Context: an optimization exercise on an open-source flow, tuned for small area, a short achievable clock period and few clock cycles. The choices shown serve that exercise and are no tape-out recipe. At most, simulation tests tie the RTL to the original design; equivalence was not proved. No activity file was given, so power comes from the tool's default toggle rates.

Design pjv_engine, start of the top module:
module pjv_engine (
    input  wire        clk,
    input  wire        rst,
    input  wire        reg_we,
    input  wire [3:0]  reg_addr,
    input  wire [31:0] reg_wdata,
    output reg  [31:0] reg_rdata,
    input  wire        kbuf_wr,       
    output wire        busy,
    output wire        kmem_re,
    output wire [16:0] kmem_addr,
    input  wire [7:0]  kmem_rdata,
    output wire        dmem_re,
    output wire [11:0] dmem_raddr,
    input  wire [7:0]  dmem_rdata,
    output wire        dmem_we,
    output wire [11:0] dmem_waddr,
    output wire [7:0]  dmem_wdata
);
==> flow/config.mk <==
export PLATFORM = sky130hd
export DESIGN_NAME = pjv_engine
export DESIGN_NICKNAME = pjv_engine
export VERILOG_FILES = /design/flow/design.v
export SDC_FILE = /design/flow/constraint.sdc
export NUM_CORES = 4
export LEC_CHECK = 0
export CAP_MARGIN = 20
export CORE_MARGIN = 2
export CORE_UTILIZATION = 50
export SETUP_SLACK_MARGIN = 4.0
export SLEW_MARGIN = 20
export SYNTH_HIERARCHICAL = 1
export SYNTH_MINIMUM_KEEP_SIZE = 0
export TNS_END_PERCENT = 0
==> flow/constraint.sdc <==
create_clock -name core_clock -period 8.0 [get_ports {clk}]
set_input_delay 1.6000 -clock core_clock [delete_from_list [all_inputs] [get_ports {clk}]]
set_output_delay 1.6000 -clock core_clock [all_outputs]
set_load 0.01 [all_outputs]
standard.sh (not shown) runs the stock make flow with config.mk's settings and CLKGATE_MAP_FILE= SYNTH_SCRIPT=/design/flow/synth_recipe.tcl, a recipe that flattens the netlist after the stock synthesis.
==> flow/flow/run.sh <==
#!/bin/bash
# Standard ORFS layout, with plain buffers (not delay cells) on the ports and
# no dummy balancing loads in the clock tree.
set -euo pipefail
export BUFFER_PORTS_ARGS="-buffer_cell sky130_fd_sc_hd__buf_2"
export CTS_ARGS="-sink_clustering_enable -repair_clock_nets -dont_use_dummy_load"
bash standard.sh > standard.log 2>&1
Next try:
--- a/flow/design.v
+++ b/flow/design.v
@@ -170,27 +170,30 @@
     reg [15:0] klen;
     reg [7:0]  jfreq;
     reg [23:0] jlen;
     reg [15:0] jdm;
     reg        dir;         
     reg [15:0] pos;         
     reg        pol;         
     reg        sa, sbj, sbp, sbf;   
-    reg        v1;          
+    reg        vk;          
     reg        ks;          
+    reg        v1;          
     reg        vw;          
     reg [7:0]  wsum;        
     reg [11:0] widx;        
     assign busy = ~st_idle;
     wire [11:0] wi   = erract[11:0];    
     wire [3:0]  pass = erract[15:12];   
     wire        wl   = erract[16];      
     wire        n1   = erract[17];      
     wire        n2   = erract[27];      
+    wire [7:0]  kreg = erract[25:18];   
+    wire        ksw  = erract[26];      
     wire [5:0]  bc   = erract[23:18];   
     wire [3:0]  kc   = erract[29:26];   
     wire        cb   = erract[30];      
     wire        jb   = erract[31];      
     wire [8:0]  jint = dlen[21:13];     
     wire [8:0]  jint_f = {jint[7:0], 1'b0} + {7'd0, cb & jb, cb ^ jb};
     wire [8:0]  cnt  = dlen[30:22];     
     wire        jmp  = dlen[31];        
@@ -244,29 +247,30 @@
         .m255   (st_ji),
         .cin    (st_run | (st_jd & cb)),
         .y      (ma_y),
         .w      (ma_w)
     );
     wire [11:0] nm1    = dlen[11:0] - 12'd1;         
     wire [11:0] ri     = wl ? 12'd0 : wi + 12'd1;    
     wire        done   = wl && (pass == 4'd10);
-    wire        issue  = st_run && !done && !(n1 && (v1 || vw)) && !(n2 && v1 && vw);
+    wire        issue  = st_run && !done && !(n1 && (vk || v1)) && !(n2 && vk && v1);
+    wire        dexe   = vk && st_run && !done;
     wire [7:0]  nbyte;
     pjv_add8 u_add8 (
         .a   (dmem_rdata),
-        .b   (kmem_rdata ^ {8{ks}}),
-        .cin (ks),
+        .b   (kreg ^ {8{ksw}}),
+        .cin (ksw),
         .y   (nbyte)
     );
     assign dmem_we    = vw;
     assign dmem_waddr = widx;
     assign dmem_wdata = wsum;
     assign dmem_raddr = ri;
-    assign dmem_re    = issue;
+    assign dmem_re    = dexe;
     wire        kd_lo   = st_kd && !kc[3] && (kc[2:0] != 3'd7);
     assign kmem_addr = kd_lo ? {14'd0, kc[2:0]} : ({1'b0, pos} + 17'd7);
     assign kmem_re   = issue | (st_kd && !kc[3]);
     wire [7:0]  kb = kmem_rdata;      
     task automatic finish_cmd(input [3:0] sub, input [31:0] act_v);
         begin
             ok      <= (sub == 4'd0);
             errsub  <= sub;
@@ -297,20 +301,22 @@
             st_run   <= 1'b0;
             kvalid   <= 1'b0;
             ok       <= 1'b0;
             errsub   <= 4'd0;
             erract   <= 32'd0;
             pos      <= 16'd0;
             kbuf_len <= 32'd0;
             dlen     <= 32'd0;
+            vk       <= 1'b0;
             v1       <= 1'b0;
             vw       <= 1'b0;
         end else begin
-            v1 <= issue;
+            vk <= issue;
+            v1 <= dexe;
             vw <= v1;
             if (v1) begin
                 wsum <= nbyte;
                 widx <= wi;
             end
             if (st_idle) begin
                 if (kbuf_wr)
                     kvalid <= 1'b0;
@@ -453,21 +459,25 @@
                 st_js <= 1'b0;
                 if (dlen[12:0] == 13'd0) begin
                     dlen[31:13] <= 19'd0;
                     finish(4'd0, 32'd0);
                 end
                 else
                     st_run <= 1'b1;
             end
-            if (issue) begin
+            if (dexe) begin
+                erract[25:18] <= kmem_rdata;
+                erract[26]    <= ks;
                 erract[11:0]   <= ri;
                 erract[16]   <= (ri == nm1);
                 if (wl)
                     erract[15:12] <= pass + 4'd1;
+            end
+            if (issue) begin
                 ks   <= (dir != pol);
                 pos  <= ma_y;
                 if (jmp) begin
                     dlen[30:22] <= jint;
                     pol <= ~pol;
                 end else begin
                     dlen[30:22] <= cnt - 9'd1;
                 end
Clock power is about the same.
Via count is higher by a few percent.
Routed wire length is higher by a little under a tenth.
Setup slack degrades by 23 ps.
Critical path depth is lower by 1.
Sequential power stays flat.
Non-clock buffer count is lower by 27.
Global-route usage is higher by 3.2 points.
First-iteration DRC count is higher by about a fifth.
Final area hardly moves.
No run of this note included a check of the RTL's function; only the layout flow was run.


== run 1 ==
Another version of the RTL of pjv_engine (not shown whole).
For scale: roughly 2100 cells after synthesis, roughly 190 flip-flops, roughly 140 I/O pins.
## pjv_engine
module pjv_engine (
    input  wire        clk,
    input  wire        rst,
    input  wire        reg_we,
    input  wire [3:0]  reg_addr,
    input  wire [31:0] reg_wdata,
    output reg  [31:0] reg_rdata,
    input  wire        kbuf_wr,       
    output wire        busy,
    output wire        kmem_re,
    output wire [16:0] kmem_addr,
    input  wire [7:0]  kmem_rdata,
    output wire        dmem_re,
    output wire [11:0] dmem_raddr,
    input  wire [7:0]  dmem_rdata,
    output wire        dmem_we,
    output wire [11:0] dmem_waddr,
    output wire [7:0]  dmem_wdata
);
    localparam [3:0] R_CMD = 4'd0, R_STATUS = 4'd1, R_ERRCODE = 4'd2,
                     R_ERRSUB = 4'd3, R_ERREXP = 4'd4, R_ERRACT = 4'd5,
                     R_KBUF_LEN = 4'd6, R_DLEN = 4'd7, R_KLEN = 4'd8,
                     R_JFREQ = 4'd9, R_JLEN = 4'd10;
    localparam [3:0] SUB_HEADER = 4'd1, SUB_FINALIZER = 4'd2, SUB_LENGTH = 4'd3,
                     SUB_TRUNCATED = 4'd4, SUB_KEYLEN = 4'd5, SUB_NOKEY = 4'd6,
                     SUB_BADCMD = 4'd7, SUB_DLEN = 4'd8;
    reg st_idle;    
    reg st_kd;      
    reg st_jd;      
    reg st_ji;      
    reg st_js;      
    reg st_run;     
    reg        kvalid, ok;
    reg [3:0]  errsub;
    reg [31:0] erract, kbuf_len, dlen;
    reg [15:0] klen;
    reg [7:0]  jfreq;
    reg [23:0] jlen;
    reg [15:0] jdm;
    reg        dir;         
    reg [15:0] pos;         
    reg        pol;         
    reg        vk;          
    reg        ks;          
    reg        v1;          
    assign busy = ~st_idle;
    wire [11:0] wi   = erract[11:0];    
    wire [3:0]  pass = erract[15:12];   
    wire        wl   = erract[16];      
    wire        n1   = erract[17];      
    wire [7:0]  kreg = erract[25:18];   
    wire        ksw  = erract[26];      
    wire [5:0]  bc   = erract[23:18];   
    wire [3:0]  kc   = erract[29:26];   
    wire        cb   = erract[30];      
    wire        jb   = erract[31];      
    wire [8:0]  jint = dlen[21:13];     
  ...
export LEC_CHECK = 0
export CAP_MARGIN = 20
export CORE_MARGIN = 2
export CORE_UTILIZATION = 50
export SETUP_SLACK_MARGIN = 4.0
export SLEW_MARGIN = 20
export SYNTH_HIERARCHICAL = 1
export SYNTH_MINIMUM_KEEP_SIZE = 0
export TNS_END_PERCENT = 0
create_clock -name core_clock -period 8.0 [get_ports {clk}]
Scripts as last shown in full above: flow/flow/run.sh
Testbench counts of run 1, summed over its fixed seeds: cycles 301,710.
Setup changes, run 1 to run 2
--- a/flow/design.v
+++ b/flow/design.v
@@ -193,20 +193,27 @@
         .y   (dmem_wdata)
     );
     assign dmem_we    = v1;
     assign dmem_waddr = wi;
     assign dmem_raddr = ri;
     assign dmem_re    = dexe;
     wire        kd_lo   = st_kd && !kc[3] && (kc[2:0] != 3'd7);
     assign kmem_addr = kd_lo ? {14'd0, kc[2:0]} : ({1'b0, pos} + 17'd7);
     assign kmem_re   = issue | (st_kd && !kc[3]);
     wire [7:0]  kb = kmem_rdata;      
+    task automatic finish_cmd(input [3:0] sub, input [31:0] act_v);
+        begin
+            ok      <= (sub == 4'd0);
+            errsub  <= sub;
+            erract  <= act_v;
+        end
+    endtask
     task automatic finish(input [3:0] sub, input [31:0] act_v);
         begin
             ok      <= (sub == 4'd0);
             errsub  <= sub;
             erract  <= act_v;
             pos     <= 16'd0;      
             st_idle <= 1'b1;
             st_kd   <= 1'b0;
             st_jd   <= 1'b0;
             st_ji   <= 1'b0;
@@ -241,40 +248,40 @@
                     case (reg_addr)
                         R_KBUF_LEN: begin
                             kbuf_len <= reg_wdata;
                             kvalid   <= 1'b0;
                         end
                         R_DLEN: dlen <= reg_wdata;
                         R_CMD: begin
                             if (reg_wdata == 32'd1) begin
                                 kvalid <= 1'b0;
                                 if (kbuf_len < 32'd8)
-                                    finish(SUB_TRUNCATED, kbuf_len);
+                                    finish_cmd(SUB_TRUNCATED, kbuf_len);
                                 else begin
                                     erract[29:26]      <= 4'd0;
                                     st_idle <= 1'b0;
                                     st_kd   <= 1'b1;
                                 end
                             end else if (reg_wdata == 32'd2 || reg_wdata == 32'd3) begin
                                 dir <= reg_wdata[0];
                                 if (!kvalid)
-                                    finish(SUB_NOKEY, 32'd0);
+                                    finish_cmd(SUB_NOKEY, 32'd0);
                                 else if (dlen > 32'd4096)
-                                    finish(SUB_DLEN, dlen);
+                                    finish_cmd(SUB_DLEN, dlen);
                                 else begin
                                     erract[31:30] <= 2'b00;
                                     erract[23:18]      <= 6'd17;
                                     st_idle <= 1'b0;
                                     st_ji   <= 1'b1;
                                 end
                             end else begin
-                                finish(SUB_BADCMD, reg_wdata);
+                                finish_cmd(SUB_BADCMD, reg_wdata);
                             end
                         end
                         default: ;
                     endcase
                 end
             end
             if (st_kd) begin
                 erract[29:26] <= kc + 4'd1;
                 case (kc)
                     4'd1: if (kb != 8'hFF) finish(SUB_HEADER, {24'd0, kb});
==> comparison <==
Routed wire length on met2 across run 1 and run 2: no real change.
Relative to run 1, number of detailed-route iterations in the first pass has decreased by 1 in run 2.
Any difference in sequential share of the synthesized area between run 1 and run 2 is small enough to ignore.
Delta (run 2 minus run 1): wire length of the first global-routing pass held steady, largest fanout of any net on the critical path grew by 17, xor and xnor fraction of the mapped netlist area shrank by 0.53 points.
Worst-path cell with the longest stage delay = a2111oi_2: run 1; worst-path cell with the longest stage delay = a221oi_1: run 2
Run 2 against run 1: count of vias placed by the detailed router saw a decrease; clock network power share rose by 0.5 points; synthesized-area fraction occupied by and/or/nand/nor cells dropped 1.0 points.
Area of all placed cells without fillers: run 1 vs run 2 — no meaningful difference
Looking at reported leakage power across both flows, run 2 is the stronger of the two, with run 1 trailing.
Total standard cell area after synthesis (lower): run 2
Comparing run 1 with run 2, the clock network area share came out essentially unchanged.
Max detailed-routing wirelength on met1 across run 1 and run 2: run 1
Function not checked in run 2: the RTL went through the layout flow alone.

==> re-timing with driven ports <==
How much do the figures lean on ideal ports? The routed layouts below were timed once more, with nothing changed but the port constraints.
Step 1: set_driving_cell puts a clkbuf_16 on clk and a buf_2 on each other input, an assumption about the parent block.
Step 2 times the ports against the registers' clock, not the clock port: input delays grow and output delays shrink by t, the midpoint of the rising clock arrivals with the driver on.
Three values: ideal, step 1, step 2; two values: the first two.
run	t (ns)	setup WS [ns]	worst setup path at the end
the first run of note 1	0.609	3.559 / 3.493 / 3.120	input to register
the second run of note 1	0.610	3.536 / 3.456 / 3.250	input to register
run 1	0.512	3.246 / 3.099 / 2.906	input to register
run 2	0.514	3.113 / 3.018 / 2.969	input to register
After both steps setup and hold are still met in every run listed. The setup slack of the first run of note 1, which loses most, moves by -0.066 ns with the drivers and by -0.439 ns with both steps.
